Background: an optimization exercise with open tools, aiming at small area. Do not read the settings as production practice. In this exercise RTL edits were held to simulation tests only and were not proved equivalent to the original. Power is estimated from default activity; no workload was simulated.

==> design/flow/design.v <==
module sps_serial_reader (
    input  wire        clk,
    input  wire        rst,
    input  wire        start,
    input  wire        init,
    output wire        busy,
    output reg         done,
    input  wire [7:0]  rx_count,    
    input  wire [7:0]  rx_head,     
    output wire        rx_pop,      
    output wire        rx_discard,  
    output reg  [3:0]  last_result,
    output reg         rec_valid,
    output wire [2:0]  health,
    output reg  [31:0] bad_cnt,
    output reg  [31:0] good_cnt,
    input  wire [3:0]  rec_sel,
    output wire [31:0] rec_data
);
    localparam [1:0] S_IDLE = 2'd0;
    localparam [1:0] S_POP  = 2'd1;    
    localparam [1:0] S_FIN  = 2'd2;    
    reg  [1:0]  state;
    reg  [2:0]  code;        
    reg  [5:0]  cnt;         
    reg         esc;         
    reg         sbad;        
    reg  [7:0]  sum;         
    reg  [3:0]  ph;          
    reg         cur;         
    reg         healthy, degraded;
    reg  [31:0] ra [0:9];
    reg  [31:0] rb [0:9];
    integer j;
    wire have_byte = (rx_count != 8'd0);
    wire in_hdr    = (cnt[5:3] == 3'b111) && (cnt[2:0] >= 3'd3);
    wire in_pay    = (cnt < 6'd40);
    wire is_chk    = (cnt == 6'd40);
    wire is_end    = (cnt == 6'd41);
    wire aligned   = (ph == cnt[5:2]);
    wire head_esc  = (rx_head == 8'h7D);
    wire esc_ok    = (rx_head == 8'h5E) || (rx_head == 8'h5D) ||
                     (rx_head == 8'h31) || (rx_head == 8'h33);
    wire [7:0] val = {rx_head[7:6], rx_head[5] ^ esc, rx_head[4:0]};
    wire popping   = (state == S_POP);
    wire pay_pop   = in_pay && (esc ? aligned : (head_esc || aligned));
    assign rx_pop  = popping && have_byte && (!in_pay || pay_pop);
    wire ins       = popping && have_byte && in_pay && aligned &&
                     (esc ? esc_ok : !head_esc);
    assign busy       = (state != S_IDLE);
    assign rx_discard = (state == S_FIN) && (!code[0] || code[2]);
    wire accept   = (state == S_IDLE) && start;
    wire do_init  = (state == S_IDLE) && !start && init;
    wire ok_end   = popping && have_byte && is_end && (rx_head == 8'h7E) && (sum == 8'h7D);
    wire fail_c   = (state == S_FIN);
    always @(posedge clk) begin
        for (j = 0; j < 9; j = j + 1) begin
            ra[j] <= ra[j+1];
            rb[j] <= rb[j+1];
        end
        ra[9] <= ra[0];
        rb[9] <= rb[0];
        if (ins && cur) begin
            case (cnt[1:0])
                2'd0: ra[9][31:24] <= val;
                2'd1: ra[9][23:16] <= val;
                2'd2: ra[9][15:8]  <= val;
                2'd3: ra[9][7:0]   <= val;
            endcase
        end
        if (ins && !cur) begin
            case (cnt[1:0])
                2'd0: rb[9][31:24] <= val;
                2'd1: rb[9][23:16] <= val;
                2'd2: rb[9][15:8]  <= val;
                2'd3: rb[9][7:0]   <= val;
            endcase
        end
        ph <= (rst || ph >= 4'd9) ? 4'd0 : ph + 4'd1;
    end
    wire [4:0] pdiff = {1'b0, rec_sel} - {1'b0, ph};
    wire [3:0] pos   = pdiff[4] ? pdiff[3:0] + 4'd10 : pdiff[3:0];
    reg  [31:0] rd;
    always @(*) begin
        rd = 32'h0;
        for (j = 0; j < 10; j = j + 1)
            if (pos == j)
                rd = rd | (cur ? rb[j] : ra[j]);
    end
    assign rec_data = rd;
    assign health = {degraded, healthy, healthy};
    wire [31:0] bad_inc  = (&bad_cnt)  ? bad_cnt  : bad_cnt  + 32'd1;
    wire [31:0] good_inc = (&good_cnt) ? good_cnt : good_cnt + 32'd1;
    always @(posedge clk) begin
        if (popping && have_byte && rx_pop) begin
            if (in_hdr || ins || is_chk)
                sum <= ((cnt == 6'd59) ? 8'd0 : sum) + val;
            if (cnt == 6'd62)
                sbad <= (rx_head != 8'h00);
        end
        if (accept) begin
            cnt  <= 6'd59;
            esc  <= 1'b0;
            code <= (rx_count == 8'd0) ? 3'd1 :
                    (rx_head != 8'h7E) ? 3'd2 :
                    (rx_count < 8'd47) ? 3'd3 : 3'd0;
        end else if (popping && have_byte) begin
            if (in_pay) begin
                if (!esc && head_esc)
                    esc <= 1'b1;
                else if (aligned) begin
                    esc <= 1'b0;
                    cnt <= cnt + 6'd1;
                    if (esc && !esc_ok)
                        code <= 3'd6;
                end
            end else begin
                cnt <= cnt + 6'd1;
                if (cnt == 6'd63 && sbad)
                    code <= 3'd4;
                if (is_end)
                    code <= (rx_head != 8'h7E) ? 3'd6 : 3'd5;
            end
        end
    end
    always @(posedge clk) begin
        if (rst) begin
            state       <= S_IDLE;
            done        <= 1'b0;
            cur         <= 1'b0;
            last_result <= 4'hF;
            rec_valid   <= 1'b0;
            healthy     <= 1'b0;
            degraded    <= 1'b0;
            bad_cnt     <= 32'd0;
            good_cnt    <= 32'd1;
        end else begin
            done <= 1'b0;
            case (state)
                S_IDLE: begin
                    if (start) begin
                        if (rx_count != 8'd0 && rx_head == 8'h7E && rx_count >= 8'd47)
                            state <= S_POP;
                        else
                            state <= S_FIN;
                    end else if (init) begin
                        healthy  <= 1'b0;
                        degraded <= 1'b0;
                        bad_cnt  <= 32'd0;
                        good_cnt <= 32'd1;
                    end
                end
                S_POP: begin
                    if (have_byte) begin
                        if (in_pay && esc && aligned && !esc_ok)
                            state <= S_FIN;
                        if (cnt == 6'd63 && sbad)
                            state <= S_FIN;
                        if (is_end) begin
                            if (ok_end) begin
                                state       <= S_IDLE;
                                done        <= 1'b1;
                                last_result <= 4'h0;
                                rec_valid   <= 1'b1;
                                bad_cnt     <= 32'd0;
                                good_cnt    <= good_inc;
                                healthy     <= 1'b1;
                                degraded    <= 1'b0;
                                cur         <= ~cur;
                            end else
                                state <= S_FIN;
                        end
                    end
                end
                default: begin    
                    state       <= S_IDLE;
                    done        <= 1'b1;
                    last_result <= {1'b0, code};
                    bad_cnt     <= bad_inc;
                    if (bad_cnt[31:2] != 30'd0) begin
                        healthy  <= 1'b0;
                        degraded <= 1'b1;
                    end
                end
            endcase
        end
    end
endmodule
==> design/flow/run.sh <==
#!/bin/bash
# synth_recipe.tcl (not shown) runs the flow's synth.tcl, then flattens the netlist and writes it again
# the make line also repeats each setting of config.mk as NAME=value (left out here)
make -C /OpenROAD-flow-scripts/flow DESIGN_CONFIG=/design/flow/config.mk WORK_HOME=/design/flow/orfs CLKGATE_MAP_FILE= SYNTH_SCRIPT=/design/flow/synth_recipe.tcl finish
==> design/flow/config.mk <==
export PLATFORM = sky130hd
export DESIGN_NAME = sps_serial_reader
export DESIGN_NICKNAME = sps_serial_reader
export VERILOG_FILES = /design/flow/design.v
export SDC_FILE = /design/flow/constraint.sdc
export NUM_CORES = 4
export LEC_CHECK = 0
export CAP_MARGIN = 20
export CORE_MARGIN = 2
export CORE_UTILIZATION = 40
export SLEW_MARGIN = 20
==> design/flow/constraint.sdc <==
create_clock -name core_clock -period 10.0 [get_ports {clk}]
set_input_delay 2.0000 -clock core_clock [delete_from_list [all_inputs] [get_ports {clk}]]
set_output_delay 2.0000 -clock core_clock [all_outputs]
set_load 0.01 [all_outputs]
==> impl_metrics.csv, run 1 <==
group,metric,value,unit
floorplan,placementRows,90,
clock_tree,cts_resized,0,
placed_design,hpwl,32600,microns
clock_tree,clk_pin_slew,0.06,ns
critical_path,start_kind,"input pin",
global_route,globalRouteMet2Util,0.2652,
run,maxCapViolCount,0,
critical_path,cp_cell_sequence,"clkdlybuf4s50_1 -> inv_1 -> ha_4 -> fa_1 -> xor2_1 -> inv_1 -> ha_1 -> a211oi_1 -> a221o_4 -> buf_4 -> mux2i_1 -> mux2_2 -> mux2i_1 -> clkdlybuf4s50_1",
worst_hold_path,hp-class,"register to register",
power,p_total,5.963,mW
timing,fin_crit,8.399,ns
floorplan,die_y,251.6,microns
floorplan,fp.dieArea,0.06332,sq mm
power,p_per_area,205.6,mW/mm^2
power,p_leak,10.67,nW
floorplan,initial_core_util,0.4056,
synth,ys.flop_type,"dfxtp_1",
clock_tree,clk_latency,0.59,ns
global_route,grt_pass1_wl,83550,microns
placed_design,dpl_cell_area,0.02661,sq mm
timing,relSlewSlack,0.3046,
synth,synth_edf_count,12,
synth,ys_seq_elements,738,
timing,tightest_slew,1.040,ns
outcome,outcome,"no timing/DRC/antenna violations",
detailed_routing,drt-total-wl,52100,microns
cells_and_area,area_growth,18.23,%
detailed_routing,drtIter0Drc,783,
global_route,grt_antenna_before_repair,1,
timing,rsz0062_at_grt,"no",
cells_and_area,finalInstanceArea,0.02900,sq mm
clock_tree,cts_tree,"done",
timing,fin_skew,0.02430,ns
cells_and_area,nets,1955,
placed_design,io_buffers,131,
global_route,grt_overflow_total,0,
global_route,grt_max_degree,96,
timing,setup_violations,0,
global_route,use_met1,0.2326,
timing,fmax,119.1,MHz
floorplan,coreArea,0.06047,sq mm
clock_tree,postCtsSetupBuffers,0,
timing,setup_tns,0,ns
placed_design,gp_congestion,0.8025,
detailed_routing,wire_per_inst,18.98,microns
critical_path,worstSetupPathType,"input pin to primary output",
critical_path,max_stage_delay,0.63,ns
critical_path,crit_family,"buffers and inverters",
clock_tree,cts.sinks,738,
detailed_routing,drc,0,
power,ir_worst_vdd,0.0001306,V
critical_path,path_max_fanout,34,
floorplan,io_pins,132,
timing,fin_crit_sh,0.8399,
clock_tree,htreeDepth,3,
cells_and_area,drive_above_1_share,0.2023,
synth,ys_async_sr_fraction,0,
detailed_routing,viasPerCell,5.146,
critical_path,crit_buf_inv,5,
global_route,met3_usage,0.02579,
clock_tree,cts_buffers,74,
clock_tree,clockBufferDepth,3,
global_route,grt_usage,0.1663,
synth,syn_avg_cell_area,13.79,sq um
critical_path,crit_required,8.00,ns
critical_path,critPathCaptureType,"primary output",
timing,hold_viol,0,
clock_tree,clockRootBuffer,"clkbuf_16",
critical_path,cp_data_arrival_time,6.40,ns
synth,synth_cells,1778,
synth,yosysSeqAreaShare,0.6073,
timing,final_max_slew_viol_count,0,
clock_tree,hold_buffers,0,
detailed_routing,drt-pass1-iter-count,4,
global_route,busiest_layer,"met2",
synth,ys_types,57,
detailed_routing,final_antenna_net_count,0,
detailed_routing,num_vias,14130,
global_route,grt_pass1_vias,14790,
synth,ys_warn_count,3,
floorplan,fp.dieW,251.6,microns
synth,netlist_area,0.02453,sq mm
critical_path,slowest_stage,"clkdlybuf4s50_1",
-- final timing paths --
path | start | end | slack (ns) | cells after the start
setup / recovery | rec_sel[0] | rec_data[26] | 1.60 | 14
hold / removal | ra[5][15] | ra[4][15] | 0.33 | 0
setup reg to reg | state[0] | rb[9][24] | 6.98 | 6
hold reg to reg | ra[5][15] | ra[4][15] | 0.33 | 0
-- layer usage --
layer | routed length (microns) | vias up
li1 | - | 6689
met1 | 25070 | 7080
met2 | 24090 | 289
met3 | 1944 | 67
met4 | 993 | 0
met5 | 0 | -
-- power by group --
| part | leakage (nW) | internal (mW) | total, mW | switching (mW) |
|---|---|---|---|---|
| Sequential | 5.95 | 2.95 | 2.96 | 0.00579 |
| Combinational | 3.55 | 0.118 | 0.318 | 0.199 |
| Clock | 1.16 | 1.58 | 2.69 | 1.10 |
| Total | 10.7 | 4.65 | 5.96 | 1.31 |
-- cells in the mapped netlist, types with 19 or more instances --
| library cell | number | area share |
|---|---|---|
| mux4_2 | 160 | 0.15 |
| mux2i_1 | 102 | 0.042 |
| dfxtp_1 | 726 | 0.59 |
| nand4_1 | 31 | 0.0079 |
| ha_1 | 22 | 0.011 |
| nor4_1 | 35 | 0.0089 |
| nor2_1 | 89 | 0.014 |
| nor3_1 | 27 | 0.0055 |
| buf_2 | 23 | 0.0047 |
| xnor2_1 | 56 | 0.020 |
| mux2_2 | 96 | 0.044 |
| o21ai_0 | 19 | 0.0039 |
| clkbuf_1 | 58 | 0.0089 |
| a21oi_1 | 26 | 0.0053 |
| nand2_1 | 89 | 0.014 |
| inv_1 | 34 | 0.0052 |
| nand3_1 | 30 | 0.0061 |
-- cells in the final DEF, fill, tap and decap left out, drive strengths merged, types with 3 or more instances in the layout --
master,n
a221o,4
xnor2,56
or3,10
clkinv,16
a41oi,3
nor4,37
nand3,30
nor2b,10
mux4,160
inv,35
mux2i,102
clkbuf,109
o21a,3
or4,4
nor4b,3
and3,9
and4,7
buf,14
nor3,28
nand2b,8
mux2,96
ha,22
nand4b,6
a21oi,26
bufinv,4
nand2,93
o21ai,20
o31ai,3
edfxtp,12
xor2,14
clkdlybuf4s50,131
and2,9
a211oi,4
a21o,6
nor2,90
nand4,32
dfxtp,726
-- registers in the layout (all words and copies together) (netlist names) --
| register | cells |
|---|---|
| bad_cnt | 32 |
| cnt | 6 |
| code | 3 |
| cur | 1 |
| degraded | 1 |
| done | 1 |
| esc | 1 |
| good_cnt | 32 |
| healthy | 1 |
| last_result | 4 |
| ph | 4 |
| ra | 320 |
| rb | 320 |
| rec_valid | 1 |
| sbad | 1 |
| state | 2 |
| sum | 8 |
-- area by class of cell --
type	count	area, sq um
inverters	35	131.4
flip-flops and latches	738	14900
clock inverters	22	241.5
multi-input cells	913	9171
diodes	1	2.502
fillers	5190	31470
well taps	782	978.4
repair buffers	145	1441
clock buffers	109	2135
-- kinds of logic after synthesis --
family                     Yosys count  synth area share
AOI/OAI and AO/OA                   80           0.02071
xor gates and xnor gates            70           0.02500
adders and majority gates           24           0.01286
buffers and inverters              127           0.02107
DFF                                738            0.6073
muxes                              358            0.2326
and+or+nand+nor                    381           0.08050
-- stage by stage --
stage / util / std cells / hold slack [ns] / setup WS (ns)
6_report: 0.4796 / 2745 / 0.3343 / 1.601
5_1_grt: 0.4795 / 2744 / 0.3312 / 1.382
4_1_cts: 0.4794 / 2744 / 0.3276 / 1.563
3_5_place_dp: 0.4401 / 2613 / 0.3318 / 1.605
3_3_place_gp: 0.4401 / 2613 / 0.3296 / 1.648
2_1_floorplan: - / 1778 / 0.3259 / 3.282
==> inputs of run 2 (changes only) <==
--- a/design/flow/design.v
+++ b/design/flow/design.v
@@ -80,14 +80,30 @@
     end
     wire [4:0] pdiff = {1'b0, rec_sel} - {1'b0, ph};
     wire [3:0] pos   = pdiff[4] ? pdiff[3:0] + 4'd10 : pdiff[3:0];
-    reg  [31:0] rd;
-    always @(*) begin
-        rd = 32'h0;
-        for (j = 0; j < 10; j = j + 1)
-            if (pos == j)
-                rd = rd | (cur ? rb[j] : ra[j]);
-    end
-    assign rec_data = rd;
+    wire [20:0] rsel;
+    genvar q, b;
+    generate for (q = 0; q < 10; q = q + 1) begin : g_sel
+        assign rsel[2*q]   = (pos == q) && !cur;
+        assign rsel[2*q+1] = (pos == q) &&  cur;
+    end endgenerate
+    assign rsel[20] = 1'b0;
+    generate for (b = 0; b < 32; b = b + 1) begin : g_rd
+        wire [20:0] d;
+        wire [6:0]  t;
+        for (q = 0; q < 10; q = q + 1) begin : g_d
+            assign d[2*q]   = ra[q][b];
+            assign d[2*q+1] = rb[q][b];
+        end
+        assign d[20] = 1'b0;
+        for (q = 0; q < 7; q = q + 1) begin : g_aoi
+            srd_aoi222 u_aoi (
+                .a1(d[3*q]),   .a2(rsel[3*q]),
+                .b1(d[3*q+1]), .b2(rsel[3*q+1]),
+                .c1(d[3*q+2]), .c2(rsel[3*q+2]),
+                .y(t[q]));
+        end
+        srd_nand7 u_or (.a(t), .y(rec_data[b]));
+    end endgenerate
     assign health = {degraded, healthy, healthy};
     wire [31:0] bad_inc  = (&bad_cnt)  ? bad_cnt  : bad_cnt  + 32'd1;
     wire [31:0] good_inc = (&good_cnt) ? good_cnt : good_cnt + 32'd1;
@@ -186,3 +202,15 @@
         end
     end
 endmodule
+module srd_aoi222 (
+    input  wire a1, a2, b1, b2, c1, c2,
+    output wire y
+);
+    assign y = ~((a1 & a2) | (b1 & b2) | (c1 & c2));
+endmodule
+module srd_nand7 (
+    input  wire [6:0] a,
+    output wire       y
+);
+    assign y = ~(&a);
+endmodule
--- a/design/flow/config.mk
+++ b/design/flow/config.mk
@@ -7,5 +7,8 @@
 export LEC_CHECK = 0
 export CAP_MARGIN = 20
 export CORE_MARGIN = 2
-export CORE_UTILIZATION = 40
+export CORE_UTILIZATION = 65
+export CTS_BUF_LIST = sky130_fd_sc_hd__clkbuf_4
+export PLACE_DENSITY = 0.75
 export SLEW_MARGIN = 20
+export SYNTH_HIERARCHICAL = 1
==> run 2 against run 1 <==
Against the previous run:
- combinational power fell by 21%
- maximum frequency is 3.6% lower
- sequential power hardly changed
- synthesized area fell by 11%
- critical path depth up 4
- design area decreased by 9.7%
- clock power down 18%
- global-route usage is 15 points higher
- clock skew rose by 0.021 ns
- synthesized cell count is 4.9% lower
- critical endpoint is now rec_data[28]
- largest cell class unchanged
==> impl_metrics.csv, run 2 <==
group,metric,value,unit
synth,synth_most_common_cell,"dfxtp_1",
global_route,use_met1,0.4188,
global_route,grt_usage,0.3157,
critical_path,slowest_stage,"nor2_4",
detailed_routing,drt-pass1-iter-count,10,
critical_path,crit_required,8.00,ns
placed_design,io_buffers,131,
clock_tree,postCtsSetupBuffers,0,
run,maxCapViolCount,0,
clock_tree,cts_tree,"done",
synth,syn_avg_cell_area,12.95,sq um
timing,fin_crit_sh,0.8713,
detailed_routing,drt-total-wl,55810,microns
placed_design,dpl_cell_area,0.02421,sq mm
cells_and_area,post-route-util,0.7848,
synth,synthTopCellsByArea,"dfxtp_1 66%, a222oi_1 10%, mux2_2 2.5%",
clock_tree,hold_buffers,0,
clock_tree,clk_latency,0.83,ns
timing,rsz0062_at_grt,"no",
detailed_routing,num_vias,15910,
critical_path,crit_family,"simple AND/OR/NAND/NOR gates",
global_route,grt_max_degree,34,
floorplan,fp.dieW,187.6,microns
clock_tree,clockBufferDepth,3,
power,ir_worst_vdd,0.0001395,V
floorplan,initial_core_util,0.6565,
critical_path,crit_buf_inv,4,
detailed_routing,final_antenna_net_count,0,
timing,final_max_slew_viol_count,0,
detailed_routing,drc,0,
cells_and_area,final_cell_mix,"726 x dfxtp_1, 242 x clkbuf_4, 224 x a222oi_1",
global_route,grt_overflow_total,0,
global_route,grt_antenna_before_repair,1,
global_route,busiest_layer,"met2",
timing,fmax,114.8,MHz
clock_tree,clockRootBuffer,"clkbuf_4",
floorplan,fp.dieArea,0.03518,sq mm
synth,ys_seq_elements,738,
synth,ys_types,58,
timing,hold_viol,0,
clock_tree,clk_pin_slew,0.07,ns
clock_tree,htreeDepth,4,
cells_and_area,reg.largest.list,"ra: 320 flops, rb: 320 flops",
power,p_per_area,206.7,mW/mm^2
detailed_routing,viasPerCell,6.130,
critical_path,cp_cell_sequence,"clkdlybuf4s50_1 -> inv_1 -> ha_1 -> fa_1 -> xnor2_1 -> ha_1 -> nor2_1 -> o211ai_1 -> a21boi_0 -> o211a_1 -> nor2_1 -> nand2_1 -> nor2_4 -> buf_4 -> a222oi_1 -> and4_1 -> nand4_1 -> clkdlybuf4s50_1",
cells_and_area,area_growth,19.54,%
cells_and_area,final_cells,2596,
synth,synth_commonest_cells,"726 x dfxtp_1, 224 x a222oi_1, 105 x nor2_1",
detailed_routing,drtIter0Drc,2077,
synth,synth_area_leader_cell,"dfxtp_1",
worst_hold_path,hp-class,"register to register",
synth,synth_edf_count,12,
global_route,met3_usage,0.06906,
synth,synth_cells,1691,
global_route,grt_pass1_wl,87020,microns
timing,fin_hold_ws,0.3177,ns
placed_design,dp_cells,2325,
clock_tree,cts.sinks,738,
timing,fin_crit,8.713,ns
cells_and_area,drive_above_1_share,0.1691,
timing,setup_tns,0,ns
critical_path,path_max_fanout,19,
clock_tree,cts_buffers,168,
placed_design,gp_congestion,0.8096,
outcome,outcome,"no timing/DRC/antenna violations",
timing,relSlewSlack,0.2785,
timing,setup_violations,0,
timing,fin_skew,0.04544,ns
floorplan,io_pins,132,
synth,synth_top_area_frac,0.6635,
critical_path,r2r_setup_slack,6.60,ns
critical_path,critPathCaptureType,"primary output",
floorplan,die_y,187.6,microns
clock_tree,cts_resized,0,
cells_and_area,nets,2095,
floorplan,coreArea,0.03336,sq mm
floorplan,placementRows,67,
global_route,grt_pass1_vias,16280,
synth,yosysSeqAreaShare,0.6800,
cells_and_area,finalInstanceArea,0.02618,sq mm
critical_path,worstSetupPathType,"input pin to primary output",
critical_path,start_kind,"input pin",
synth,ys_async_sr_fraction,0,
critical_path,cp_data_arrival_time,6.71,ns
power,p_leak,9.923,nW
critical_path,max_stage_delay,0.76,ns
synth,ys.flop_type,"dfxtp_1",
cells_and_area,fill_cells,2275,
detailed_routing,wire_per_inst,21.50,microns
synth,ys_warn_count,9,
timing,tightest_slew,1.074,ns
placed_design,hpwl,33680,microns
synth,netlist_area,0.02190,sq mm
global_route,globalRouteMet2Util,0.4962,
cells_and_area,final_common_cell,"dfxtp_1",
run 2: cell count changes after synthesis, sizes merged, moves of 37 or more:
cell and delta:
mux2i -101, nand4 +42, xor2 +42, xnor2 -37, nand2 -38, mux4 -160
a222oi +224, mux2 -40
run 2: final cells by class:
cell class	count	area, sq um	share of cell area
clock buffer	242	1817	0.06938
inverter	26	97.59	0.003727
antenna	1	2.502	0.00009557
tap	448	560.5	0.02141
timing repair buffer	163	1551	0.05925
multi-input combinational	950	7103	0.2713
sequential	738	14890	0.5688
clock inverter	28	157.7	0.006021
run 2: cells by family after synthesis:
| kind of cell | after synthesis | synth area share |
|---|---|---|
| DFF | 738 | 0.6800 |
| and+or+nand+nor | 424 | 0.1074 |
| AOI/OAI and AO/OA | 306 | 0.1261 |
| xor gates and xnor gates | 75 | 0.02999 |
| buffers and inverters | 66 | 0.01274 |
| muxes | 57 | 0.02925 |
| adders and majority gates | 24 | 0.01439 |
| other | 1 | 0.0001712 |
run 2: path summary, 6_finish.rpt:
check                           startpoint           end  depth (start not counted)
worst max-delay path            rec_sel[0]  rec_data[28]                         18
worst min-delay path              ra[6][8]      ra[5][8]                          0
worst max register to register      cnt[1]  good_cnt[29]                         10
worst min register to register    ra[6][8]      ra[5][8]                          0
run 2: per-module statistics from Yosys (local to each module, per instance):
module | flops+latches | copies in the design
srd_aoi222 | 0 | 224
srd_nand7 | 0 | 32
sps_serial_reader | 738 | 1
run 2: worst reg2reg max path, stage by stage (launching register included):
cell and delay [ns]:
dfxtp_1 0.34, inv_1 0.12, ha_1 0.23, nor3b_1 0.36, nand3_1 0.12, or4_4 0.50
a211oi_2 0.71, buf_4 0.31, nand3_1 0.14, or3_1 0.33, a21oi_1 0.13
run 2: stage by stage:
stage                     power [mW]  setup slack [ns]
final                          5.413             1.287
after CTS                      5.450             1.327
after global routing           5.616             1.059
after floorplan                3.138             1.749
after detailed placement       3.267             1.351
after global placement         3.262             1.421
run 2: power by group:
group / switching, mW / internal (mW)
Clock: 1.08 / 1.13
Sequential: 0.00522 / 2.95
Combinational: 0.178 / 0.0739
Total: 1.26 / 4.15
run 2: layer usage:
metal	wire length (microns)	up-vias
met1	23660	7696
met3	4936	124
li1	-	7340
met2	25720	754
met4	1495	0
met5	0	-
==> inputs of run 3 (changes only) <==
--- a/design/flow/design.v
+++ b/design/flow/design.v
@@ -26,18 +26,19 @@
     reg         esc;         
     reg         sbad;        
     reg  [7:0]  sum;         
-    reg  [3:0]  ph;          
+    reg  [4:0]  ph;          
     reg         cur;         
     reg         healthy, degraded;
-    reg  [31:0] ra [0:9];
-    reg  [31:0] rb [0:9];
+    reg  [31:0] ring [0:19];
     integer j;
     wire have_byte = (rx_count != 8'd0);
     wire in_hdr    = (cnt[5:3] == 3'b111) && (cnt[2:0] >= 3'd3);
     wire in_pay    = (cnt < 6'd40);
     wire is_chk    = (cnt == 6'd40);
     wire is_end    = (cnt == 6'd41);
-    wire aligned   = (ph == cnt[5:2]);
+    wire [4:0] tgt_raw = (cur ? 5'd0 : 5'd10) + {1'b0, cnt[5:2]} + {2'b0, cnt[1:0], 1'b0};
+    wire [4:0] tgt     = (tgt_raw >= 5'd20) ? tgt_raw - 5'd20 : tgt_raw;
+    wire aligned   = (ph == tgt);
     wire head_esc  = (rx_head == 8'h7D);
     wire esc_ok    = (rx_head == 8'h5E) || (rx_head == 8'h5D) ||
                      (rx_head == 8'h31) || (rx_head == 8'h33);
@@ -54,54 +55,43 @@
     wire ok_end   = popping && have_byte && is_end && (rx_head == 8'h7E) && (sum == 8'h7D);
     wire fail_c   = (state == S_FIN);
     always @(posedge clk) begin
-        for (j = 0; j < 9; j = j + 1) begin
-            ra[j] <= ra[j+1];
-            rb[j] <= rb[j+1];
-        end
-        ra[9] <= ra[0];
-        rb[9] <= rb[0];
-        if (ins && cur) begin
+        for (j = 0; j < 19; j = j + 1)
+            ring[j] <= ring[j+1];
+        ring[19] <= ring[0];
+        if (ins)
             case (cnt[1:0])
-                2'd0: ra[9][31:24] <= val;
-                2'd1: ra[9][23:16] <= val;
-                2'd2: ra[9][15:8]  <= val;
-                2'd3: ra[9][7:0]   <= val;
+                2'd0: ring[19][31:24] <= val;
+                2'd1: ring[17][23:16] <= val;
+                2'd2: ring[15][15:8]  <= val;
+                2'd3: ring[13][7:0]   <= val;
             endcase
-        end
-        if (ins && !cur) begin
-            case (cnt[1:0])
-                2'd0: rb[9][31:24] <= val;
-                2'd1: rb[9][23:16] <= val;
-                2'd2: rb[9][15:8]  <= val;
-                2'd3: rb[9][7:0]   <= val;
-            endcase
-        end
-        ph <= (rst || ph >= 4'd9) ? 4'd0 : ph + 4'd1;
+        ph <= (rst || ph >= 5'd19) ? 5'd0 : ph + 5'd1;
     end
-    wire [4:0] pdiff = {1'b0, rec_sel} - {1'b0, ph};
-    wire [3:0] pos   = pdiff[4] ? pdiff[3:0] + 4'd10 : pdiff[3:0];
-    wire [20:0] rsel;
+    wire [5:0] pdiff = (cur ? 6'd10 : 6'd0) + {2'b0, rec_sel} - {1'b0, ph};
+    wire [4:0] pos   = pdiff[5] ? pdiff[4:0] + 5'd20 :
+                       (pdiff[4:0] >= 5'd20) ? pdiff[4:0] - 5'd20 : pdiff[4:0];
+    wire [19:0] rsel;
     genvar q, b;
-    generate for (q = 0; q < 10; q = q + 1) begin : g_sel
-        assign rsel[2*q]   = (pos == q) && !cur;
-        assign rsel[2*q+1] = (pos == q) &&  cur;
+    generate for (q = 0; q < 20; q = q + 1) begin : g_sel
+        assign rsel[q] = (pos == q);
     end endgenerate
-    assign rsel[20] = 1'b0;
     generate for (b = 0; b < 32; b = b + 1) begin : g_rd
-        wire [20:0] d;
+        wire [19:0] d;
         wire [6:0]  t;
-        for (q = 0; q < 10; q = q + 1) begin : g_d
-            assign d[2*q]   = ra[q][b];
-            assign d[2*q+1] = rb[q][b];
-        end
-        assign d[20] = 1'b0;
-        for (q = 0; q < 7; q = q + 1) begin : g_aoi
+        for (q = 0; q < 20; q = q + 1) begin : g_d
+            assign d[q] = ring[q][b];
+        end
+        for (q = 0; q < 6; q = q + 1) begin : g_aoi
             srd_aoi222 u_aoi (
                 .a1(d[3*q]),   .a2(rsel[3*q]),
                 .b1(d[3*q+1]), .b2(rsel[3*q+1]),
                 .c1(d[3*q+2]), .c2(rsel[3*q+2]),
                 .y(t[q]));
         end
+        srd_aoi22 u_aoi6 (
+            .a1(d[18]), .a2(rsel[18]),
+            .b1(d[19]), .b2(rsel[19]),
+            .y(t[6]));
         srd_nand7 u_or (.a(t), .y(rec_data[b]));
     end endgenerate
     assign health = {degraded, healthy, healthy};
@@ -208,6 +198,12 @@
 );
     assign y = ~((a1 & a2) | (b1 & b2) | (c1 & c2));
 endmodule
+module srd_aoi22 (
+    input  wire a1, a2, b1, b2,
+    output wire y
+);
+    assign y = ~((a1 & a2) | (b1 & b2));
+endmodule
 module srd_nand7 (
     input  wire [6:0] a,
     output wire       y
==> design/flow/flow/run.sh (new file) <==
#!/bin/bash
# Standard layout, with two changes: port buffers use the smallest buffer cell,
# and clock-tree sinks are clustered into larger groups without dummy loads.
set -euo pipefail
cd "$(dirname "$0")/.."
bash standard.sh finish \
  "BUFFER_PORTS_ARGS=-buffer_cell sky130_fd_sc_hd__buf_1" \
  "CTS_ARGS=-sink_clustering_enable -repair_clock_nets -buf_list sky130_fd_sc_hd__clkbuf_8 -sink_clustering_size 16 -sink_clustering_max_diameter 50 -dont_use_dummy_load" \
  > flow_make.log 2>&1
==> design/flow/standard.sh (new file) <==
#!/bin/bash
# synth_recipe.tcl (not shown) runs the flow's synth.tcl, then flattens the netlist and writes it again
# the make line also repeats each setting of config.mk as NAME=value (left out here)
make -C /OpenROAD-flow-scripts/flow DESIGN_CONFIG=/design/flow/config.mk WORK_HOME=/design/flow/orfs CLKGATE_MAP_FILE= SYNTH_SCRIPT=/design/flow/synth_recipe.tcl "${@:-finish}"
removed: design/flow/run.sh
==> run 3 against run 2 <==
Against the previous run:
- still clean
- worst setup slack lost 0.21 ns
- sequential cell count increased by 1
- non-clock buffer count is 4 higher
==> impl_metrics.csv, run 3 <==
group,metric,value,unit
synth,syn_avg_cell_area,12.90,sq um
timing,rsz0062_at_grt,"no",
detailed_routing,drt-total-wl,53920,microns
timing,fin_crit_sh,0.8922,
clock_tree,cts_buffers,55,
floorplan,fp.dieW,188.2,microns
placed_design,hpwl,33610,microns
global_route,grt_overflow_total,0,
placed_design,gp_congestion,0.8442,
synth,ys.flop_type,"dfxtp_1",
cells_and_area,final_common_cell,"dfxtp_1",
critical_path,path_max_fanout,18,
global_route,grt_antenna_before_repair,1,
cells_and_area,largest_reg_flops,640,
synth,synth_top_area_frac,0.6596,
power,swShare,0.2464,
clock_tree,hold_buffers,0,
timing,fmax,112.1,MHz
detailed_routing,drc,0,
clock_tree,cts.sinks,739,
synth,synth_most_common_cell,"dfxtp_1",
timing,setup_violations,0,
detailed_routing,final_antenna_net_count,0,
detailed_routing,drt-pass1-iter-count,8,
floorplan,die_y,188.2,microns
run,maxCapViolCount,0,
power,ir_worst_vdd,0.0001939,V
critical_path,slowest_stage,"nor2_4",
cells_and_area,n_antenna_cell,0,
timing,hold_viol,0,
critical_path,max_stage_delay,0.63,ns
synth,ys_types,69,
placed_design,io_buffers,131,
cells_and_area,drive_above_1_share,0.08070,
timing,final_max_slew_viol_count,0,
critical_path,worstSetupPathType,"input pin to primary output",
cells_and_area,nets,1958,
floorplan,placementRows,67,
detailed_routing,wire_per_inst,23.00,microns
synth,synth_area_leader_cell,"dfxtp_1",
worst_hold_path,hp-class,"register to register",
clock_tree,postCtsSetupBuffers,0,
power,combPwrFrac,0.077,
outcome,outcome,"no timing/DRC/antenna violations",
clock_tree,clockBufferDepth,3,
clock_tree,htreeDepth,2,
global_route,grt_pass1_wl,83570,microns
critical_path,critPathCaptureType,"primary output",
cells_and_area,fill_cells,2392,
critical_path,cp_cell_sequence,"buf_1 -> inv_1 -> fa_1 -> inv_1 -> ha_1 -> inv_1 -> fa_1 -> xnor2_1 -> inv_1 -> ha_1 -> a311oi_1 -> o21ai_0 -> a2bb2oi_1 -> nand2b_1 -> nor2_4 -> buf_4 -> a222oi_1 -> and4_1 -> nand4_1 -> buf_1",
synth,ys_warn_count,8,
power,switchingPower,1.151,mW
synth,synthTopCellsByArea,"dfxtp_1 66%, a222oi_1 8.7%, nand4_1 1.8%",
synth,synth_edf_count,12,
cells_and_area,final_cell_mix,"727 x dfxtp_1, 192 x a222oi_1, 131 x buf_1",
floorplan,coreArea,0.03345,sq mm
floorplan,initial_core_util,0.6596,
synth,synth_commonest_cells,"727 x dfxtp_1, 192 x a222oi_1, 101 x nor2_1",
cells_and_area,area_growth,9.391,%
global_route,grt_usage,0.3021,
timing,tightest_slew,1.123,ns
critical_path,cp_data_arrival_time,6.92,ns
synth,synth_cells,1710,
cells_and_area,reg.largest.list,"ring: 640 flops, bad_cnt: 32 flops, good_cnt: 32 flops",
detailed_routing,viasPerCell,6.467,
detailed_routing,drtIter0Drc,1762,
cells_and_area,regMostFlops,"ring",
power,clkPwrFrac,0.290,
detailed_routing,num_vias,15160,
power,pwr-share-seq,0.633,
critical_path,crit_top_cell,"inv_1",
critical_path,start_kind,"input pin",
clock_tree,clk_pin_slew,0.09,ns
power,p_per_area,193.6,mW/mm^2
critical_path,crit_required,8.00,ns
clock_tree,clk_latency,0.69,ns
synth,ys_async_sr_fraction,0,
synth,netlist_area,0.02206,sq mm
timing,relSlewSlack,0.2496,
floorplan,fp.dieArea,0.03543,sq mm
synth,yosysSeqAreaShare,0.6760,
timing,fin_skew,0.08733,ns
global_route,grt_max_degree,33,
synth,ys_seq_elements,739,
clock_tree,clockRootBuffer,"clkbuf_8",
power,intPower,3.521,mW
floorplan,io_pins,132,
global_route,grt_pass1_vias,14750,
timing,fin_hold_ws,0.3030,ns
timing,fin_crit,8.922,ns
clock_tree,cts_tree,"done",
power,p_leak,8.633,nW
clock_tree,cts_resized,0,
timing,setup_tns,0,ns
## run 3: logic make-up after synthesis
group | Yosys count | synth area share
AO/OA/AOI/OAI | 328 | 0.1354
XOR/XNOR | 64 | 0.02541
adder cells (fa/ha/maj) | 36 | 0.02246
buffers and inverters | 80 | 0.01474
flip-flops | 739 | 0.6760
multiplexers | 36 | 0.01820
AND/OR/NAND/NOR | 427 | 0.1079
## run 3: path summary, 6_finish.rpt
path,cells past startpoint,start,to,slack (ns)
setup / recovery,20,rec_sel[1],rec_data[18],1.08
hold / removal,0,ring[16][4],ring[15][4],0.30
setup reg to reg,14,cnt[0],ring[17][18],5.35
hold reg to reg,0,ring[16][4],ring[15][4],0.30
## run 3: area by class of cell
type | instances | area (sq um) | share of cell area
Sequential cell | 739 | 14910 | 0.6179
Multi-Input combinational cell | 891 | 6964 | 0.2885
Timing Repair Buffer | 167 | 774.5 | 0.03209
Clock buffer | 55 | 757.0 | 0.03136
Tap cell | 448 | 560.5 | 0.02322
Inverter | 44 | 165.2 | 0.006843
## run 3: routing by layer
layer,track usage,wire length [microns],vias up,part of all wire
li1,-,-,6924,-
met1,0.4229,23510,7462,0.44
met2,0.4757,24470,668,0.45
met3,0.04638,4343,105,0.081
met4,0.1187,1588,0,0.029
met5,0,0,-,0
## run 3: power groups by stage
stage	clock network [mW]	logic [mW]	registers (mW)
2_1_floorplan	0	0.162	3.02
3_3_place_gp	0	0.342	3.03
3_5_place_dp	0	0.349	3.03
4_1_cts	1.38	0.350	2.96
5_1_grt	1.48	0.375	2.96
6_report	1.35	0.360	2.96
## run 3: worst max-delay path: cells and delay by family
family | cells | cell delay (ns)
and+or+nand+nor | 4 | 1.35
adders and majority gates | 4 | 1.23
buffers and inverters | 7 | 1.02
AOI/OAI and AO/OA | 4 | 0.97
xor gates and xnor gates | 1 | 0.37
## run 3: through the flow
stage,area (sq um),cells,power [mW],utilization,setup WS (ns)
global placement,23370,2289,3.368,0.6987,1.388
CTS,24140,2344,4.685,0.7216,1.175
finish,24140,2344,4.672,0.7216,1.078
detailed placement,23380,2289,3.376,0.6989,1.176
global route,24140,2344,4.815,0.7216,0.7927
floorplan,22060,1710,3.187,-,0.1007
## run 3: Yosys stat by module, one instance, submodules excluded
| module | times used | area (sq um) | cells inside |
|---|---|---|---|
| srd_aoi222 | 192 | 10.01 | 1 |
| sps_serial_reader | 1 | 19260 | 1422 |
| srd_aoi22 | 32 | 12.51 | 1 |
| srd_nand7 | 32 | 15.01 | 2 |
==> inputs of run 4 (changes only) <==
==> design/flow/flow/run.sh (replaced) <==
#!/bin/bash
# Standard layout, with two changes: port buffers use the smallest buffer cell,
# and clock-tree sinks are clustered into larger groups without dummy loads.
set -euo pipefail
cd "$(dirname "$0")/.."
bash standard.sh finish \
  "BUFFER_PORTS_ARGS=-buffer_cell sky130_fd_sc_hd__buf_1" \
  "CTS_ARGS=-sink_clustering_enable -repair_clock_nets -buf_list sky130_fd_sc_hd__clkbuf_4 -sink_clustering_size 10 -sink_clustering_max_diameter 40 -dont_use_dummy_load" \
  > flow_make.log 2>&1
==> run 4 against run 3 <==
Against the previous run:
- maximum frequency hardly changed
- sequential share of layout area is 0.20 points higher
- critical path depth did not move
- utilization decreased by 0.24 points
- critical path type unchanged
==> impl_metrics.csv, run 4 <==
group,metric,value,unit
synth,synth_commonest_cells,"727 x dfxtp_1, 192 x a222oi_1, 101 x nor2_1",
cells_and_area,final_cell_mix,"727 x dfxtp_1, 192 x a222oi_1, 131 x buf_1",
floorplan,fp.dieW,188.2,microns
global_route,grt_antenna_before_repair,3,
timing,relSlewSlack,0.2308,
synth,synth_most_common_cell,"dfxtp_1",
synth,ys_async_sr_fraction,0,
critical_path,crit_buf_inv,7,
clock_tree,cts.sinks,739,
synth,synth-compound-area-share,0.1354,
synth,syn_avg_cell_area,12.90,sq um
floorplan,die_y,188.2,microns
outcome,outcome,"no timing/DRC/antenna violations",
clock_tree,cts_resized,0,
synth,yosys.area_share.adder,0.02246,
critical_path,path_max_fanout,18,
critical_path,slowest_stage,"nor2_4",
synth,synth_edf_count,12,
power,ir_worst_vdd,0.0001527,V
critical_path,path_depth,20,
placed_design,gp_congestion,0.8442,
detailed_routing,final_antenna_net_count,0,
run,maxCapViolCount,0,
cells_and_area,largest_reg_flops,640,
clock_tree,cts_buffers,89,
critical_path,crit_family,"simple AND/OR/NAND/NOR gates",
synth,synth_cells,1710,
synth,synthXorXnorAreaFrac,0.02541,
floorplan,fp.dieArea,0.03543,sq mm
critical_path,crit_top_cell,"inv_1",
detailed_routing,drtIter0Drc,1685,
cells_and_area,final_cells,2382,
timing,fin_crit_sh,0.8931,
timing,fmax,112.0,MHz
clock_tree,htreeDepth,3,
critical_path,crit_required,8.00,ns
global_route,grt_usage,0.3041,
cells_and_area,reg.largest.list,"ring: 640 flops, bad_cnt: 32 flops, good_cnt: 32 flops",
critical_path,rr_startpoint,"cnt[0]",
synth,synthTopCellsByArea,"dfxtp_1 66%, a222oi_1 8.7%, nand4_1 1.8%",
detailed_routing,viasPerCell,6.477,
clock_tree,clockBufferDepth,3,
timing,fin_crit,8.931,ns
synth,ys_seq_elements,739,
placed_design,dp_cells,2289,
detailed_routing,drt-pass1-iter-count,8,
clock_tree,hold_buffers,0,
critical_path,critPathCaptureType,"primary output",
clock_tree,postCtsSetupBuffers,0,
timing,fin_hold_ws,0.2772,ns
critical_path,cp_cell_sequence,"buf_1 -> inv_1 -> fa_1 -> inv_1 -> ha_1 -> inv_1 -> fa_1 -> xnor2_1 -> inv_1 -> ha_1 -> a311oi_1 -> o21ai_0 -> a2bb2oi_1 -> nand2b_1 -> nor2_4 -> buf_4 -> a222oi_1 -> and4_1 -> nand4_1 -> buf_1",
cells_and_area,drive_above_1_share,0.09689,
power,p_total,4.596,mW
detailed_routing,wire_per_inst,22.62,microns
timing,setup_tns,0,ns
critical_path,startpoint,"rec_sel[1]",
cells_and_area,area_growth,9.034,%
synth,synth_area_leader_cell,"dfxtp_1",
floorplan,io_pins,132,
clock_tree,cts_tree,"done",
global_route,grt_pass1_wl,84000,microns
synth,ys_warn_count,8,
synth,yosysSeqAreaShare,0.6760,
timing,fin_ws,1.069,ns
floorplan,coreArea,0.03345,sq mm
timing,fin_skew,0.1162,ns
synth,synth_top_family_by_area,"compound AO/OA/AOI/OAI gates",
power,p_leak,8.647,nW
worst_hold_path,min-delay-start,"ring[16][4]",
clock_tree,clk_pin_slew,0.10,ns
timing,rsz0062_at_grt,"no",
timing,final_max_slew_viol_count,0,
cells_and_area,regMostFlops,"ring",
synth,ys_types,69,
detailed_routing,num_vias,15430,
critical_path,cp_data_arrival_time,6.93,ns
detailed_routing,drc,0,
clock_tree,clockRootBuffer,"clkbuf_4",
worst_hold_path,hp-class,"register to register",
global_route,grt_overflow_total,0,
placed_design,io_buffers,131,
floorplan,initial_core_util,0.6596,
power,p_per_area,191.1,mW/mm^2
critical_path,worstSetupPathType,"input pin to primary output",
clock_tree,clk_latency,0.80,ns
detailed_routing,drt-total-wl,53880,microns
cells_and_area,final_common_cell,"dfxtp_1",
worst_hold_path,hold_depth,0,
timing,hold_viol,0,
synth,ys.flop_type,"dfxtp_1",
global_route,grt_max_degree,33,
floorplan,placementRows,67,
synth,synth_top_area_frac,0.6596,
timing,tightest_slew,1.151,ns
placed_design,hpwl,33610,microns
global_route,grt_pass1_vias,15080,
critical_path,start_kind,"input pin",
synth,netlist_area,0.02206,sq mm
critical_path,r2r_cells,14,
synth,muxShareOfSynthArea,0.01820,
synth,synth-simple-area-share,0.1079,
critical_path,max_stage_delay,0.61,ns
timing,setup_violations,0,
placed_design,post-place-ws,1.176,ns
cells_and_area,nets,1992,
==> run 4: cell count changes in the layout (fill, tap and decap cells not counted), sizes merged <==
cell / change
diode: +4
clkbuf: +34
==> run 4: metrics by stage <==
stage / instance area, sq um / utilization
floorplan: 22060 / -
global placement: 23370 / 0.6987
detailed placement: 23380 / 0.6989
CTS: 24050 / 0.7189
global route: 24050 / 0.7191
finish: 24060 / 0.7192
==> run 4: modules after synthesis, one instance, submodules excluded <==
module	flops+latches	times used	cell area [sq um]
sps_serial_reader	739	1	19260
srd_aoi22	0	32	12.51
srd_aoi222	0	192	10.01
srd_nand7	0	32	15.01
==> run 4: cell families after synthesis <==
kind of cell,count (synthesis)
multiplexers,36
adder cells (fa/ha/maj),36
buffers and inverters,80
AO/OA/AOI/OAI,328
flip-flops,739
XOR/XNOR,64
AND/OR/NAND/NOR,427
==> run 4: routing by layer <==
layer  vias to the layer above  share of wire  GRT usage
li1                       7031              -          -
met1                      7538           0.43     0.4194
met3                       115          0.088    0.05923
met4                         0          0.032     0.1233
met5                         -              0          0
met2                       744           0.45     0.4747
==> run 4: where the power goes <==
group / switching [mW] / internal, mW
clock network: 0.869 / 0.410
registers: 0.00523 / 2.95
logic: 0.282 / 0.0780
==> run 4: worst paths after layout <==
path / end / slack, ns
hold / removal: ring[15][4] / 0.28
setup / recovery: rec_data[18] / 1.07
setup reg to reg: ring[17][18] / 5.30
hold reg to reg: ring[15][4] / 0.28
==> run 4: final cells by class <==
class | count | area (sq um)
flip-flops and latches | 739 | 14910
fillers | 2435 | 9392
multi-input cells | 891 | 6964
repair buffers | 167 | 774.5
clock buffers | 89 | 668.1
well taps | 448 | 560.5
inverters | 44 | 165.2
diodes | 4 | 10.01
==> inputs of run 5 (changes only) <==
==> design/flow/config.mk (replaced) <==
export PLATFORM = sky130hd
export DESIGN_NAME = sps_serial_reader
export DESIGN_NICKNAME = sps_serial_reader
export VERILOG_FILES = /design/flow/design.v
export SDC_FILE = /design/flow/constraint.sdc
export NUM_CORES = 4
export LEC_CHECK = 0
export CAP_MARGIN = 0
export CORE_MARGIN = 2
export CORE_UTILIZATION = 75
export PLACE_DENSITY = 0.85
export SLEW_MARGIN = 0
export SYNTH_HIERARCHICAL = 1
==> run 5 against run 4 <==
Against the previous run:
- sequential share of layout area grew 0.51 points
- first-iteration DRC count grew 24%
- sequential cell count is the same
==> impl_metrics.csv, run 5 <==
group,metric,value,unit
clock_tree,cts_resized,0,
cells_and_area,nets,1982,
timing,fmax,111.8,MHz
placed_design,io_buffers,131,
timing,hold_viol,0,
timing,setup_violations,0,
critical_path,worstSetupPathType,"input pin to primary output",
synth,synth_cells,1710,
clock_tree,cts_tree,"done",
cells_and_area,reg.largest.list,"ring: 640 flops, bad_cnt: 32 flops, good_cnt: 32 flops",
power,combPwrFrac,0.075,
power,swShare,0.2482,
timing,final_max_slew_viol_count,0,
detailed_routing,drt-total-wl,53240,microns
critical_path,cp_data_arrival_time,6.95,ns
floorplan,fp.dieW,175.5,microns
power,p_per_area,190.9,mW/mm^2
floorplan,die_y,175.5,microns
cells_and_area,final_common_cell,"dfxtp_1",
floorplan,io_pins,132,
timing,tightest_slew,1.297,ns
critical_path,r2r_cells,14,
timing,fin_ws,1.054,ns
critical_path,rr_startpoint,"cnt[0]",
power,intPower,3.425,mW
floorplan,placementRows,62,
timing,setup_tns,0,ns
synth,yosysSeqAreaShare,0.6760,
worst_hold_path,hold_depth,0,
critical_path,crit_required,8.00,ns
critical_path,critPathCaptureType,"primary output",
detailed_routing,final_antenna_net_count,0,
synth,ys.flop_type,"dfxtp_1",
clock_tree,htreeDepth,3,
power,pwr-share-seq,0.649,
cells_and_area,fill_cells,1642,
global_route,grt_usage,0.3435,
placed_design,post-place-ws,1.171,ns
detailed_routing,drtIter0Drc,2093,
clock_tree,cts_buffers,87,
timing,fin_crit,8.946,ns
timing,fin_crit_sh,0.8946,
placed_design,hpwl,33490,microns
cells_and_area,area_growth,8.138,%
floorplan,initial_core_util,0.7646,
floorplan,coreArea,0.02886,sq mm
synth,syn_avg_cell_area,12.90,sq um
global_route,grt_antenna_before_repair,3,
synth,ys_types,69,
critical_path,crit_top_cell,"inv_1",
detailed_routing,num_vias,15560,
timing,relSlewSlack,0.1324,
critical_path,path_max_fanout,21,
cells_and_area,regMostFlops,"ring",
clock_tree,clk_latency,0.78,ns
critical_path,startpoint,"rec_sel[1]",
critical_path,slowest_stage,"nor2_2",
clock_tree,cts.sinks,739,
global_route,grt_pass1_vias,15560,
timing,rsz0062_at_grt,"no",
floorplan,fp.dieArea,0.03081,sq mm
timing,fin_skew,0.1026,ns
global_route,grt_overflow_total,0,
detailed_routing,drt-pass1-iter-count,10,
synth,synth_commonest_cells,"727 x dfxtp_1, 192 x a222oi_1, 101 x nor2_1",
cells_and_area,final_cell_mix,"727 x dfxtp_1, 192 x a222oi_1, 131 x buf_1",
synth,synthTopCellsByArea,"dfxtp_1 66%, a222oi_1 8.7%, nand4_1 1.8%",
run,maxCapViolCount,0,
critical_path,start_kind,"input pin",
power,switchingPower,1.131,mW
clock_tree,clockBufferDepth,3,
synth,ys_async_sr_fraction,0,
cells_and_area,seqCellArea,0.01491,sq mm
detailed_routing,wire_per_inst,23.10,microns
worst_hold_path,min-delay-start,"ring[4][14]",
synth,ys_seq_elements,739,
synth,netlist_area,0.02206,sq mm
placed_design,dp_cells,2217,
detailed_routing,drc,0,
outcome,outcome,"no timing/DRC/antenna violations",
cells_and_area,largest_reg_flops,640,
clock_tree,clockRootBuffer,"clkbuf_4",
power,ir_worst_vdd,0.0001424,V
clock_tree,clk_pin_slew,0.09,ns
synth,synth_most_common_cell,"dfxtp_1",
synth,synth_area_leader_cell,"dfxtp_1",
critical_path,max_stage_delay,0.56,ns
power,clkPwrFrac,0.276,
clock_tree,hold_buffers,0,
power,p_leak,8.590,nW
synth,synth_edf_count,12,
worst_hold_path,hp-class,"register to register",
global_route,grt_max_degree,33,
cells_and_area,drive_above_1_share,0.09115,
clock_tree,postCtsSetupBuffers,0,
synth,ys_warn_count,8,
global_route,grt_pass1_wl,83230,microns
detailed_routing,viasPerCell,6.750,
critical_path,cp_cell_sequence,"buf_1 -> inv_1 -> fa_1 -> inv_1 -> ha_1 -> inv_1 -> fa_1 -> xnor2_1 -> inv_1 -> ha_1 -> a311oi_1 -> o21ai_0 -> a2bb2oi_1 -> nand2b_1 -> nor2_2 -> buf_4 -> a222oi_1 -> and4_1 -> nand4_1 -> buf_1",
cells_and_area,final_cells,2305,
synth,synth_top_area_frac,0.6596,
placed_design,gp_congestion,0.8542,
cells_and_area,multi_input_area,0.006942,sq mm
## run 5: cell types whose count changed in the layout (fill, tap and decap cells not counted)
cell / change
diode_2: -3
nor2_1: +1
clkbuf_4: -2
buf_4: -7
buf_12: -1
nor2_2: +2
nor3_1: +1
nor2_4: -3
nor3_2: -1
## run 5: kinds of logic (layout without fill, tap and decap cells)
kind of cell    count (synthesis)  count (layout)  share of synthesized area
mux                            36              36                    0.01820
flops                         739             739                     0.6760
buf+inv                        80             290                    0.01474
simple gates                  427             427                     0.1079
other cells                     0               1                          0
fa+ha+maj                      36              36                    0.02246
xor+xnor                       64              64                    0.02541
compound gates                328             328                     0.1354
## run 5: routing by layer
layer	vias up	part of all wire	global-route usage
li1	7011	-	-
met1	7596	0.40	0.4529
met2	801	0.47	0.5535
met3	149	0.093	0.07424
met4	2	0.032	0.1457
met5	-	0.00024	0.006410
## run 5: through the flow
step | cell area, sq um | hold slack [ns] | power [mW] | util
2_1_floorplan | 22060 | 0.3305 | 3.187 | -
3_3_place_gp | 23200 | 0.3331 | 3.338 | 0.8041
3_5_place_dp | 23200 | 0.3345 | 3.350 | 0.8041
4_1_cts | 23860 | 0.2927 | 4.559 | 0.8267
5_1_grt | 23860 | 0.2929 | 4.702 | 0.8268
6_report | 23860 | 0.2989 | 4.555 | 0.8268
## run 5: worst paths after layout
check / endpoint / slack [ns]
setup reg to reg: sum[3] / 4.93
hold / removal: ring[3][14] / 0.30
setup / recovery: rec_data[18] / 1.05
hold reg to reg: ring[3][14] / 0.30
## run 5: per-module statistics from Yosys (local to each module, per instance)
module	cell area, sq um	flip-flops and latches	copies in the design
srd_aoi22	12.51	0	32
sps_serial_reader	19260	739	1
srd_aoi222	10.01	0	192
srd_nand7	15.01	0	32
## run 5: power by group through the flow
stage,logic [mW],registers (mW),clock network [mW]
2_1_floorplan,0.162,3.02,0
3_3_place_gp,0.313,3.02,0
3_5_place_dp,0.325,3.02,0
4_1_cts,0.327,2.96,1.28
5_1_grt,0.352,2.96,1.39
6_report,0.340,2.96,1.26
## run 5: layout make-up
class | instances | area share
repair buffers | 159 | 0.02942
flip-flops and latches | 739 | 0.6251
inverters | 44 | 0.006922
multi-input cells | 891 | 0.2909
well taps | 384 | 0.02014
diodes | 1 | 0.0001049
clock buffers | 87 | 0.02737
## run 5: worst max-delay path, delay by kind of cell
family                   cells  cell delay, ns
buffers and inverters        7            1.03
adder cells (fa/ha/maj)      4            1.23
AO/OA/AOI/OAI                4            1.04
AND/OR/NAND/NOR              4            1.26
XOR/XNOR                     1            0.37
==> inputs of run 6 (changes only) <==
==> design/flow/flow/run.sh (replaced) <==
#!/bin/bash
# Standard synthesis and layout, with three changes: after synthesis every
# cell is set to the smallest drive strength of its family (repair sizes
# up again where needed), port buffers use the smallest buffer cell, and
# clock-tree sinks are clustered into larger groups without dummy loads.
set -euo pipefail
cd "$(dirname "$0")/.."
ARGS=(
  "BUFFER_PORTS_ARGS=-buffer_cell sky130_fd_sc_hd__buf_1"
  "CTS_ARGS=-sink_clustering_enable -repair_clock_nets -buf_list sky130_fd_sc_hd__clkbuf_4 -sink_clustering_size 10 -sink_clustering_max_diameter 40 -dont_use_dummy_load"
)
bash standard.sh synth "${ARGS[@]}" > flow_synth.log 2>&1
DOWNSIZE_ODB=orfs/results/sky130hd/sps_serial_reader/base/1_synth.odb \
  openroad -no_init -exit flow/downsize.tcl > flow_downsize.log 2>&1
bash standard.sh finish "${ARGS[@]}" > flow_make.log 2>&1
==> design/flow/flow/downsize.tcl (new file) <==
# Swap every standard cell of the synthesized netlist to the smallest drive
# strength of its own cell family (same function and pins). Placement and the
# later repair steps size cells up again wherever timing, slew or load needs it.
set odb $::env(DOWNSIZE_ODB)
read_db $odb
set db [ord::get_db]
set dont_use {probe_p lpflow_ fill decap tapvpwrvgnd diode}
set best [dict create]
foreach lib [$db getLibs] {
  foreach m [$lib getMasters] {
    set n [$m getName]
    if {![regexp {^(sky130_fd_sc_hd__[a-z0-9]+)_([0-9]+)$} $n -> fam drv]} { continue }
    set skip 0
    foreach d $dont_use { if {[string first $d $n] >= 0} { set skip 1 } }
    if {$skip} { continue }
    set a [expr {[$m getWidth] * [$m getHeight]}]
    if {![dict exists $best $fam] || $a < [lindex [dict get $best $fam] 0]} {
      dict set best $fam [list $a $m]
    }
  }
}
set before 0.0
set after 0.0
set swapped 0
foreach inst [[ord::get_db_block] getInsts] {
  set m [$inst getMaster]
  set n [$m getName]
  set before [expr {$before + [$m getWidth] * [$m getHeight] / 1e6}]
  if {[regexp {^(sky130_fd_sc_hd__[a-z0-9]+)_([0-9]+)$} $n -> fam drv] && [dict exists $best $fam]} {
    set nm [lindex [dict get $best $fam] 1]
    if {[$nm getName] ne $n} {
      if {[$inst swapMaster $nm]} { incr swapped; set m $nm }
    }
  }
  set after [expr {$after + [$m getWidth] * [$m getHeight] / 1e6}]
}
puts "downsize: swapped $swapped cells, area [format %.1f $before] -> [format %.1f $after] um2"
write_db $odb
==> design/flow/config.mk (replaced) <==
export PLATFORM = sky130hd
export DESIGN_NAME = sps_serial_reader
export DESIGN_NICKNAME = sps_serial_reader
export VERILOG_FILES = /design/flow/design.v
export SDC_FILE = /design/flow/constraint.sdc
export NUM_CORES = 4
export LEC_CHECK = 0
export CAP_MARGIN = 20
export CORE_MARGIN = 2
export CORE_UTILIZATION = 65
export CTS_BUF_LIST = sky130_fd_sc_hd__clkbuf_4
export PLACE_DENSITY = 0.75
export SLEW_MARGIN = 20
export SYNTH_HIERARCHICAL = 1
==> run 6 against run 5 <==
Against the previous run:
- total power grew 0.60%
- die area grew 14%
- design area shrank 0.23%
- sequential cell count is the same
- clock power is essentially flat
- synthesized cell count is the same
- non-clock buffer count is the same
- critical path type unchanged
- largest cell class unchanged
==> impl_metrics.csv, run 6 <==
group,metric,value,unit
outcome,outcome,"no timing/DRC/antenna violations",
cells_and_area,seqCellArea,0.01491,sq mm
synth,ys_warn_count,8,
timing,tightest_slew,1.166,ns
timing,setup_tns,0,ns
cells_and_area,largest_reg_flops,640,
synth,synth_cells,1710,
floorplan,die_y,187.3,microns
clock_tree,cts_resized,0,
timing,fin_crit,8.930,ns
critical_path,r2r_setup_slack,5.27,ns
floorplan,io_pins,132,
clock_tree,cts_tree,"done",
global_route,grt_antenna_before_repair,1,
timing,fin_crit_sh,0.8930,
clock_tree,htreeDepth,3,
floorplan,coreArea,0.03328,sq mm
global_route,grt_pass1_vias,14820,
critical_path,worstSetupPathType,"input pin to primary output",
floorplan,fp.dieW,187.3,microns
clock_tree,postCtsSetupBuffers,0,
power,ir_worst_vdd,0.0001362,V
cells_and_area,final_cell_mix,"727 x dfxtp_1, 192 x a222oi_1, 131 x buf_1",
critical_path,start_kind,"input pin",
power,p_per_area,192.5,mW/mm^2
clock_tree,clockRootBuffer,"clkbuf_4",
detailed_routing,drt-pass1-iter-count,8,
clock_tree,cts.sinks,739,
timing,rsz0062_at_grt,"no",
timing,fmax,112.0,MHz
critical_path,crit_top_cell,"inv_1",
timing,hold_viol,0,
run,maxCapViolCount,0,
global_route,grt_overflow_total,0,
floorplan,initial_core_util,0.6563,
critical_path,max_stage_delay,0.54,ns
cells_and_area,multi_input_area,0.006774,sq mm
detailed_routing,final_antenna_net_count,0,
cells_and_area,drive_above_1_share,0.07184,
placed_design,hpwl,32720,microns
critical_path,cp_cell_sequence,"buf_1 -> inv_1 -> fa_1 -> inv_1 -> ha_1 -> inv_1 -> fa_1 -> xnor2_1 -> inv_1 -> ha_1 -> a311oi_1 -> o21ai_0 -> o22ai_1 -> or2_0 -> nor2_4 -> buf_4 -> a222oi_1 -> and4_1 -> nand4_1 -> buf_1",
clock_tree,clk_latency,0.82,ns
placed_design,io_buffers,131,
synth,syn_avg_cell_area,12.77,sq um
clock_tree,cts_buffers,88,
detailed_routing,drt-total-wl,53600,microns
timing,final_max_slew_viol_count,0,
critical_path,crit_buf_inv,7,
detailed_routing,drtIter0Drc,1945,
floorplan,placementRows,67,
cells_and_area,post-route-util,0.7153,
cells_and_area,area_growth,8.976,%
critical_path,crit_required,8.00,ns
global_route,grt_usage,0.3029,
cells_and_area,final_common_cell,"dfxtp_1",
power,p_leak,8.592,nW
placed_design,gp_congestion,0.8497,
cells_and_area,fill_cells,2409,
timing,setup_violations,0,
clock_tree,clk_pin_slew,0.09,ns
detailed_routing,drc,0,
synth,netlist_area,0.02184,sq mm
timing,fin_hold_ws,0.2897,ns
detailed_routing,viasPerCell,6.430,
critical_path,critPathCaptureType,"primary output",
critical_path,path_max_fanout,18,
timing,relSlewSlack,0.2211,
detailed_routing,wire_per_inst,22.61,microns
global_route,grt_pass1_wl,83060,microns
worst_hold_path,hp-class,"register to register",
global_route,grt_max_degree,33,
cells_and_area,regMostFlops,"ring",
floorplan,fp.dieArea,0.03509,sq mm
critical_path,cp_data_arrival_time,6.93,ns
clock_tree,hold_buffers,0,
critical_path,slowest_stage,"or2_0",
critical_path,crit_family,"simple AND/OR/NAND/NOR gates",
timing,fin_skew,0.1090,ns
detailed_routing,num_vias,15240,
cells_and_area,reg.largest.list,"ring: 640 flops, bad_cnt: 32 flops, good_cnt: 32 flops",
cells_and_area,nets,1983,
clock_tree,clockBufferDepth,3,
-- run 6: final cells by class --
type,instances,area share
multi-input cells,891,0.2846
flip-flops and latches,739,0.6265
diodes,1,0.0001051
inverters,44,0.006938
repair buffers,159,0.03054
clock buffers,88,0.02775
well taps,448,0.02355
-- run 6: per-stage QoR --
step                cell area [sq um]  worst slack [ns]  cells  total power [mW]
finish                          23800             1.070   2370             4.583
global route                    23800            0.6231   2370             4.742
CTS                             23800             1.107   2369             4.601
detailed placement              23140             1.135   2281             3.365
global placement                23130             1.324   2281             3.360
floorplan                       21840             1.217   1710             3.180
-- run 6: worst paths after layout --
path	endpoint	cells after the start	start
max	rec_data[30]	20	rec_sel[1]
min	ring[15][0]	0	ring[16][0]
max reg2reg	ring[19][28]	14	cnt[0]
min reg2reg	ring[15][0]	0	ring[16][0]
-- run 6: power breakdown --
| group | internal (mW) | switching [mW] | leakage, nW |
|---|---|---|---|
| clock network | 0.405 | 0.869 | 0.405 |
| registers | 2.95 | 0.00502 | 5.97 |
| logic | 0.0720 | 0.279 | 2.22 |
| total | 3.43 | 1.15 | 8.59 |
-- run 6: metal layers --
metal	vias up	global-route usage	routed length (microns)
met4	0	0.1081	1289
met2	706	0.4724	24250
met5	-	0	0
li1	7006	-	-
met1	7428	0.4248	23110
met3	99	0.05779	4950

-- afterwards: timing with drivers on the ports --
How much do the figures lean on ideal ports? The routed layouts below were timed once more, with nothing changed but the port constraints. Step 1 (the two cells are an assumption about what drives the block):
set clk [get_ports {clk}]
set_driving_cell -lib_cell sky130_fd_sc_hd__clkbuf_16 $clk
set_driving_cell -lib_cell sky130_fd_sc_hd__buf_2 [delete_from_list [all_inputs] $clk]
Step 2 also shifts input and output timing later by t, the mid clock arrival at the registers, as if the neighbouring blocks saw the same clock. Three values: no drivers, after step 1, after step 2; two values: the first two.
run | t, ns | setup WS [ns] | worst hold slack (ns) | slew at the worst register clock pin (ns)
run 1 | 0.641 | 1.601 / 1.571 / 1.571 | 0.334 / 0.334 / 0.334 | 0.06 / 0.06
run 2 | 0.863 | 1.287 / 1.249 / 1.249 | 0.318 / 0.318 / 0.318 | 0.08 / 0.08
run 3 | 0.698 | 1.078 / 1.054 / 1.054 | 0.303 / 0.303 / 0.303 | 0.10 / 0.10
run 4 | 0.791 | 1.069 / 1.046 / 1.046 | 0.277 / 0.277 / 0.277 | 0.11 / 0.11
run 5 | 0.775 | 1.054 / 1.021 / 1.021 | 0.299 / 0.299 / 0.299 | 0.11 / 0.11
run 6 | 0.817 | 1.070 / 1.031 / 1.031 | 0.290 / 0.290 / 0.290 | 0.11 / 0.11
After both steps every run listed still meets setup and hold. For run 6, which loses most, drivers alone change the setup slack by -0.039 ns; drivers and shift together by -0.039 ns.
